From an optimization exercise on the open Yosys and OpenROAD flow, aimed at small area; shortcuts taken in it are not production practice.
At most, simulation tests tie the RTL to the original design; equivalence was not proved.
Power figures rest on the tool's default switching activity, not on a simulated workload. The flow treats the clock pin as an ideal source, which a real chip does not have.

Design modbus_slave, start of the top module:
module modbus_slave (
    input  wire        clk,
    input  wire        rst,
    input  wire [31:0] cfg_baud,
    input  wire [7:0]  cfg_slave_id,
    input  wire [15:0] cfg_base,
    input  wire [15:0] cfg_size,
    input  wire [31:0] cfg_timeout,
    input  wire        poll_req,
    output wire        poll_done,
    output wire [7:0]  alarm_code,
    output wire        busy,
    output wire        fault,
    input  wire        rx_avail,
    input  wire [7:0]  rx_data,
    output wire        rx_pop,
    output wire        tx_push,
    output reg  [7:0]  tx_data,
    output wire        tx_flush_req,
    input  wire        tx_flush_done,
    input  wire [31:0] clk_now,
    input  wire        tick_us,
    input  wire        dir_set,
    output wire        de,
    output wire        de_oe,
    output wire [15:0] st_idx,
    output wire        st_rd,
    input  wire [15:0] st_rdata,
    output wire        st_wr,
    output wire [15:0] st_wdata
);
For scale: ~1,900 cells after synthesis, about 630 flip-flops, about 230 I/O pins.
export LEC_CHECK = 0
export CAP_MARGIN = 20
export CORE_MARGIN = 2
export CORE_UTILIZATION = 55
export CTS_BUF_LIST = sky130_fd_sc_hd__clkbuf_4
export SLEW_MARGIN = 20
create_clock -name core_clock -period 10.0 [get_ports {clk}]
run.sh (not shown) runs the stock make flow with config.mk's settings and CLKGATE_MAP_FILE= SYNTH_SCRIPT=/design/flow/synth_recipe.tcl, a recipe that flattens the netlist after the stock synthesis.
Next try:
--- a/flow/config.mk
+++ b/flow/config.mk
@@ -9,4 +9,6 @@
 export CORE_MARGIN = 2
 export CORE_UTILIZATION = 55
-export CTS_BUF_LIST = sky130_fd_sc_hd__clkbuf_4
+export CTS_BUF_LIST = sky130_fd_sc_hd__clkbuf_8
+export CTS_CLUSTER_DIAMETER = 60
+export CTS_CLUSTER_SIZE = 20
 export SLEW_MARGIN = 20
=> The new run completed with no timing, DRC or antenna violations. Non-clock buffer count is unchanged. Cell area is lower by 3.8%. Sequential cell count is unchanged. Worst hold slack gets better by 0.013 ns. Fmax is about the same. Cell count shrinks by 6.5%. Sequential share of layout area rises by 2.0 points.
Function was not checked in any run of this note: the RTL went through the layout flow alone.

========
Another version of the RTL of modbus_slave (not shown whole).
Size in the first run: ~1500 cells after synthesis, roughly 610 flip-flops, roughly 230 I/O pins, about 19000 um2 of cells after synthesis.
clock: 10.0 ns
lec_check: 0
cap_margin: 20
core_margin: 2
core_utilization: 58
cts_buf_list: sky130_fd_sc_hd__clkbuf_16
cts_cluster_diameter: 80
cts_cluster_size: 30
slew_margin: 20
standard.sh (not shown) runs the stock make flow with config.mk's settings and CLKGATE_MAP_FILE= SYNTH_SCRIPT=/design/flow/synth_recipe.tcl, a recipe that flattens the netlist after the stock synthesis.
==> flow/flow/run.sh <==
#!/bin/bash
# Layout flow: the standard ORFS flow (standard.sh: unchanged synthesis,
# floorplan, placement, routing), except that
#  - every input and output port still gets its own buffer, but a
#    sky130_fd_sc_hd__buf_1 (the resizer upsizes or rebuffers where needed);
#  - clock-tree synthesis runs without dummy load cells.
# Each tool's full output stays in orfs/logs/; make's own output goes to
# flow_make.log in the work folder.
set -euo pipefail
CTS="-sink_clustering_enable -repair_clock_nets -dont_use_dummy_load"
CTS="$CTS -buf_list sky130_fd_sc_hd__clkbuf_16 -sink_clustering_size 30 -sink_clustering_max_diameter 80"
bash standard.sh "CTS_ARGS=$CTS" "BUFFER_PORTS_ARGS=-buffer_cell sky130_fd_sc_hd__buf_1" finish > flow_make.log 2>&1
Change:
==> flow/run.sh (new file) <==
#!/bin/bash
# synth_recipe.tcl (not shown) runs the flow's synth.tcl, then flattens the netlist and writes it again
# the make line also repeats each setting of config.mk as NAME=value (left out here)
make -C /OpenROAD-flow-scripts/flow DESIGN_CONFIG=/design/flow/config.mk WORK_HOME=/design/flow/orfs CLKGATE_MAP_FILE= SYNTH_SCRIPT=/design/flow/synth_recipe.tcl finish
removed: flow/flow/run.sh
removed: flow/standard.sh
=> Non-clock buffer count is unchanged; combinational power goes up by 8.7%; die area does not change; clock skew goes down by 0.024 ns; via count went up by 1.3%; cell area went up by 7.4%.

========
## v53
modbus_slave again, from the RTL that the note above started with.
Settings: LEC_CHECK=0, CAP_MARGIN=20, CORE_MARGIN=2, CORE_UTILIZATION=66, SLEW_MARGIN=20; clock period 10.0 ns.
==> flow/flow/run.sh <==
#!/bin/bash
# Layout flow: the standard ORFS flow (standard.sh: unchanged synthesis,
# floorplan, placement, routing), except that
#  - every input and output port still gets its own buffer, but a
#    sky130_fd_sc_hd__buf_1 (the resizer upsizes or rebuffers where needed);
#  - clock-tree synthesis runs without dummy load cells.
# Each tool's full output stays in orfs/logs/; make's own output goes to
# flow_make.log in the work folder.
set -euo pipefail
CTS="-sink_clustering_enable -repair_clock_nets -dont_use_dummy_load"
CTS="$CTS -buf_list sky130_fd_sc_hd__clkbuf_16 -sink_clustering_size 34 -sink_clustering_max_diameter 85"
bash standard.sh "CTS_ARGS=$CTS" "BUFFER_PORTS_ARGS=-buffer_cell sky130_fd_sc_hd__buf_1" finish > flow_make.log 2>&1
Inputs modified between v53 and v33:
Settings: an added CTS_BUF_LIST of sky130_fd_sc_hd__clkbuf_16; an added CTS_CLUSTER_DIAMETER of 80; a change of CORE_UTILIZATION from 66 to 58; an added CTS_CLUSTER_SIZE of 30.
--- a/flow/flow/run.sh
+++ b/flow/flow/run.sh
@@ -10,3 +10,3 @@
 CTS="-sink_clustering_enable -repair_clock_nets -dont_use_dummy_load"
-CTS="$CTS -buf_list sky130_fd_sc_hd__clkbuf_16 -sink_clustering_size 34 -sink_clustering_max_diameter 85"
+CTS="$CTS -buf_list sky130_fd_sc_hd__clkbuf_4 -sink_clustering_size 12 -sink_clustering_max_diameter 40"
 bash standard.sh "CTS_ARGS=$CTS" "BUFFER_PORTS_ARGS=-buffer_cell sky130_fd_sc_hd__buf_1" finish > flow_make.log 2>&1
Notes after the runs:
- v33 closes out successfully: all stages finished, all timing, DRC and antenna checks passed.
- [v33 vs v53] number of global-route vias before repair: lower in v33
- Summary — power per standard cell area, v33 relative to v53: lower, by 2.4%.
- Measured against each other, v53 and v33 differ in global-route usage, the higher figure coming from v53.
- v33 against v53; routed length on met1 is up by a few percent.
- Diff v53 -> v33 | met1 usage in global routing | decrease of 3.7 points
- Ratio of final minimum period to clock period ended up 0.29 points higher on v33 than on v53.
Here is what was changed in the inputs of v39 compared with v33.
--- a/flow/flow/run.sh
+++ b/flow/flow/run.sh
@@ -10,3 +10,3 @@
 CTS="-sink_clustering_enable -repair_clock_nets -dont_use_dummy_load"
-CTS="$CTS -buf_list sky130_fd_sc_hd__clkbuf_4 -sink_clustering_size 12 -sink_clustering_max_diameter 40"
+CTS="$CTS -buf_list sky130_fd_sc_hd__clkbuf_8 -sink_clustering_size 20 -sink_clustering_max_diameter 60"
 bash standard.sh "CTS_ARGS=$CTS" "BUFFER_PORTS_ARGS=-buffer_cell sky130_fd_sc_hd__buf_1" finish > flow_make.log 2>&1
==> run summary <==
No stage failed in v39, and the final checks on the layout all came back clean. From v33 to v39 the numbers moved as follows: final core utilization roughly the same; ratio of cells with drive above 1 in the final layout now sits lower; final critical-path setup slack decreased by 0.054 ns relative to the old numbers; part of the power in combinational logic flat.

[static timing again, ports no longer ideal]
The results above use ideal ports. As a check the final layouts listed here were re-extracted and re-timed, cells and wires unchanged. Step 1: set_driving_cell puts a clkbuf_16 on clk and a buf_2 on each other input, an assumption about the parent block. Step 2 also shifts input and output timing later by t, the mid clock arrival at the registers, as if the neighbouring blocks saw the same clock. Three values: ideal ports, drivers, drivers and shift; two values: the first two.
| run | t, ns | setup slack, ns | worst setup path after step 2 | worst data-port slew with drivers (ns) | cell pins on the clock port's net |
|---|---|---|---|---|---|
| the first run of note 1 | 0.849 | 2.638 / 2.613 / 2.588 | input to register | 0.07 | 1 |
| the second run of note 1 | 0.652 | 2.632 / 2.607 / 2.607 | input to output | 0.07 | 1 |
| the first run of note 2 | 0.595 | 1.399 / 1.399 / 0.890 | input to register | 0.05 | 1 |
| the second run of note 2 | 0.617 | 1.192 / 1.217 / 0.600 | input to register | 0.06 | 1 |
| v53 | 0.587 | 1.523 / 1.523 / 1.056 | input to register | 0.06 | 1 |
| v33 | 0.708 | 1.494 / 1.494 / 0.948 | input to register | 0.05 | 1 |
| v39 | 0.591 | 1.440 / 1.440 / 0.903 | input to register | 0.05 | 1 |
After both steps every run listed still meets setup and hold. The setup slack of the second run of note 2, which loses most, moves by +0.025 ns with the drivers and by -0.592 ns with both steps.
